From an optimization exercise on the open Yosys and OpenROAD flow, aimed at small area, a short achievable clock period and few clock cycles; shortcuts taken in it are not production practice.

// bdm_codec
module bdm_codec (
    input  wire         clk,
    input  wire         rst,
    input  wire         req_valid,
    output wire         req_ready,
    input  wire [7:0]   req,
    input  wire [7:0]   p0,
    input  wire [7:0]   p1,
    input  wire [39:0]  hdr,
    input  wire [8:0]   din_len,
    input  wire         din_valid,
    output wire         din_ready,
    input  wire [7:0]   din_data,
    output wire         dout_valid,
    input  wire         dout_ready,
    output wire [7:0]   dout_data,
    output wire         dout_last,
    output wire         done,
    output wire [3:0]   st,
    output wire [2:0]   cls,
    output wire [7:0]   rb,
    output wire         rf,
    output wire [7:0]   opc,
    output wire [7:0]   ctl,
    output wire [7:0]   len,
    output wire [191:0] fld,
    output wire [7:0]   fv
);
Settings: LEC_CHECK=0, CAP_MARGIN=20, CORE_MARGIN=2, CORE_UTILIZATION=40, SETUP_SLACK_MARGIN=3.5, SLEW_MARGIN=20; clock period 6.0 ns.
run.sh (not shown) runs the stock make flow with config.mk's settings and CLKGATE_MAP_FILE= SYNTH_SCRIPT=/design/flow/synth_recipe.tcl, a recipe that flattens the netlist after the stock synthesis.
Change:
--- a/flow/design.v
+++ b/flow/design.v
@@ -50,14 +50,12 @@
     reg         k_ser;       
     reg         k_enc_hdr;   
     reg         k_enc_dat;   
     reg         k_enc_cs;    
     reg         k_build;     
     reg         skv;         
-    reg         k_trunc;     
-    reg         k_xsel;      
     reg  [3:0]  ent;
     reg  [8:0]  rem;         
     reg         lastf;       
     reg  [4:0]  c;           
     reg  [7:0]  m;           
     reg  [7:0]  x;           
@@ -156,13 +154,13 @@
             4'h2:    pshort = (m < 8'd4);
             4'h8:    pshort = (m < 8'd5);
             4'hB:    pshort = (m < 8'd16);
             default: pshort = (m < 8'd3);
         endcase
     end
-    wire trunc  = k_trunc;
+    wire trunc  = (st_q == ST_TRUNC);
     wire fin_ok = !trunc && cs_ok && !lenbad && !(k_pget && (opbad || pshort));
     reg [3:0] st_fin;
     reg [2:0] cls_fin;
     always @(*) begin
         if (trunc)                   begin st_fin = ST_TRUNC;     cls_fin = 3'd1; end
         else if (!cs_ok)             begin st_fin = ST_CHECKSUM;  cls_fin = 3'd2; end
@@ -171,21 +169,12 @@
         else if (k_pget && pshort)   begin st_fin = ST_PAY_SHORT; cls_fin = 3'd3; end
         else                         begin st_fin = ST_OK;        cls_fin = 3'd0; end
     end
     wire din_end = k_din && din_fire && lastf;       
     wire ser_clr = take || (din_end && !fin_ok);
     wire [7:0] dz = din_data & {8{!ser_clr}};
-    wire [7:0] x_cs = x ^ (dv ? dd : 8'h00);
-    always @(posedge clk) begin
-        st_q  <= take ? st_take : (din_end && k_frame) ? st_fin : ST_OK;
-        cls_q <= take ? cls_take : (din_end && k_frame) ? cls_fin : 3'd0;
-        rf_q  <= din_end && k_verify && cs_ok;
-        rbsel <= (take && (rop == 4'h9)) || (din_end && k_xsel);
-        okd   <= din_end && k_frame && fin_ok;
-        gf    <= (din_end && k_pget && fin_ok) ? e_grp : 8'h00;
-    end
     integer i;
     always @(posedge clk) begin
         if (rst) begin
             rr        <= 1'b1;
             dr        <= 1'b0;
             dv        <= 1'b0;
@@ -215,21 +204,27 @@
                 k_build   <= go_build;
                 skv       <= 1'b0;
                 ent       <= ren;
                 rem       <= din_len;
                 lastf     <= (din_len == 9'd1);
                 m         <= din_len[7:0] - 8'd6;
-                c         <= ((rop == 4'h4) || (rop == 4'h6)) ? 5'd1 : 5'd0;
+                c         <= (go_enc || go_build) ? 5'd1 : 5'd0;
                 dv        <= go_enc || go_build;
                 dl        <= 1'b0;
-                dd        <= (rop == 4'h4) ? hdr[7:0] : 8'hA6;
-                x         <= (rop == 4'h9) ? acc_fed : 8'h00;
+                dd        <= go_enc ? hdr[7:0] : 8'hA6;
+                x         <= (rop == 4'h9) ? acc_fed :
+                             go_enc ? hdr[7:0] :
+                             go_build ? 8'hA6 : 8'h00;
                 if (rop == 4'h8) acc <= 8'h00;
                 if (rop == 4'h9) acc <= acc_fed;
-                k_trunc   <= frame_op && (din_len < 9'd7);
-                k_xsel    <= (rop == 4'h1) || (rop == 4'h2);
+                st_q      <= st_take;
+                cls_q     <= cls_take;
+                rf_q      <= 1'b0;
+                rbsel     <= (rop == 4'h1) || (rop == 4'h2) || (rop == 4'h9);
+                okd       <= 1'b0;
+                gf        <= 8'h00;
                 b[0]      <= hdr[15:8];
                 b[1]      <= hdr[23:16];
                 b[2]      <= hdr[31:24];
                 r_ctl     <= go_enc ? hdr[39:32] : p0;
                 r_opc     <= p1;
             end
@@ -249,16 +244,24 @@
                 if (c == 5'd9) b[2] <= din_data;
                 if (lastf) begin
                     dr    <= 1'b0;
                     k_din <= 1'b0;
                     dn    <= 1'b1;
                     rr    <= 1'b1;
+                    rf_q  <= k_verify && cs_ok;
+                    if (k_frame) begin
+                        st_q  <= st_fin;
+                        cls_q <= cls_fin;
+                        okd   <= fin_ok;
+                        gf    <= fin_ok ? (e_grp & {8{k_pget}}) : 8'h00;
+                    end
                 end
             end
             if (k_enc_hdr && adv) begin
                 dd <= hbyte;
+                x  <= x ^ hbyte;
                 c  <= c1;
                 if (c == 5'd4) begin
                     k_enc_hdr <= 1'b0;
                     if (rem == 9'd0) begin
                         k_enc_cs <= 1'b1;
                     end else begin
@@ -268,12 +271,13 @@
                 end
             end
             if (k_enc_dat) begin
                 if (din_fire) begin
                     rem   <= rem - 9'd1;
                     lastf <= (rem == 9'd2);
+                    x     <= x ^ din_data;
                     if (adv) begin
                         dd <= din_data;
                         dv <= 1'b1;
                     end else begin
                         r_opc <= din_data;
                         skv   <= 1'b1;
@@ -298,29 +302,28 @@
                     end
                 end else if (adv) begin
                     dv <= 1'b0;
                 end
             end
             if (k_enc_cs && adv) begin
-                dd       <= x_cs;
+                dd       <= x;
                 dv       <= 1'b1;
                 dl       <= 1'b1;
                 k_enc_cs <= 1'b0;
             end
             if (k_build && adv) begin
                 c <= c1;
                 if (b_cs) begin
-                    dd      <= x_cs;
+                    dd      <= x;
                     dl      <= 1'b1;
                     k_build <= 1'b0;
                 end else begin
                     dd <= bbyte;
+                    x  <= x ^ bbyte;
                 end
             end
-            if ((k_enc_hdr || k_enc_dat || k_enc_cs || k_build) && dv && dout_ready)
-                x <= x_cs;
             if (out_end) begin
                 dv <= 1'b0;
                 dl <= 1'b0;
                 dn <= 1'b1;
                 rr <= 1'b1;
             end
Count of clock-buffer cells in the layout went down by 6.
Design area stays flat.
Wire length goes down by 1.2%.
Setup slack gets worse by 0.052 ns.
Cell count is lower by 1.3%.
Maximum frequency goes down by about 1.9%.
Non-clock buffer count goes down by 19.
Synthesized area goes up by about 1%.
No functional check of the RTL was part of any run of this note.

separate check: timing with driven ports:
Ports are ideal in the flow. The routed layouts listed here were re-timed in OpenROAD. Step 1 (the two cells are an assumption about what drives the block):
set clk [get_ports {clk}]
set_driving_cell -lib_cell sky130_fd_sc_hd__clkbuf_16 $clk
set_driving_cell -lib_cell sky130_fd_sc_hd__buf_2 [delete_from_list [all_inputs] $clk]
Step 2 moves the port delays by t, midway between the first and last clock arrival at a register: inputs arrive t later, outputs are due t later. That takes back most of the time a late clock gives input paths. a / b / c = no drivers / after step 1 / after step 2; a / b = the first two.
run | shift t [ns] | setup slack, ns | cell pins on the clock port's net
the first run | 0.595 | 3.232 / 3.234 / 2.639 | 1
the second run | 0.582 | 3.180 / 3.130 / 2.806 | 1
After both steps setup and hold are still met in every run listed. For the first run, which loses most, drivers alone change the setup slack by +0.002 ns; drivers and shift together by -0.593 ns.
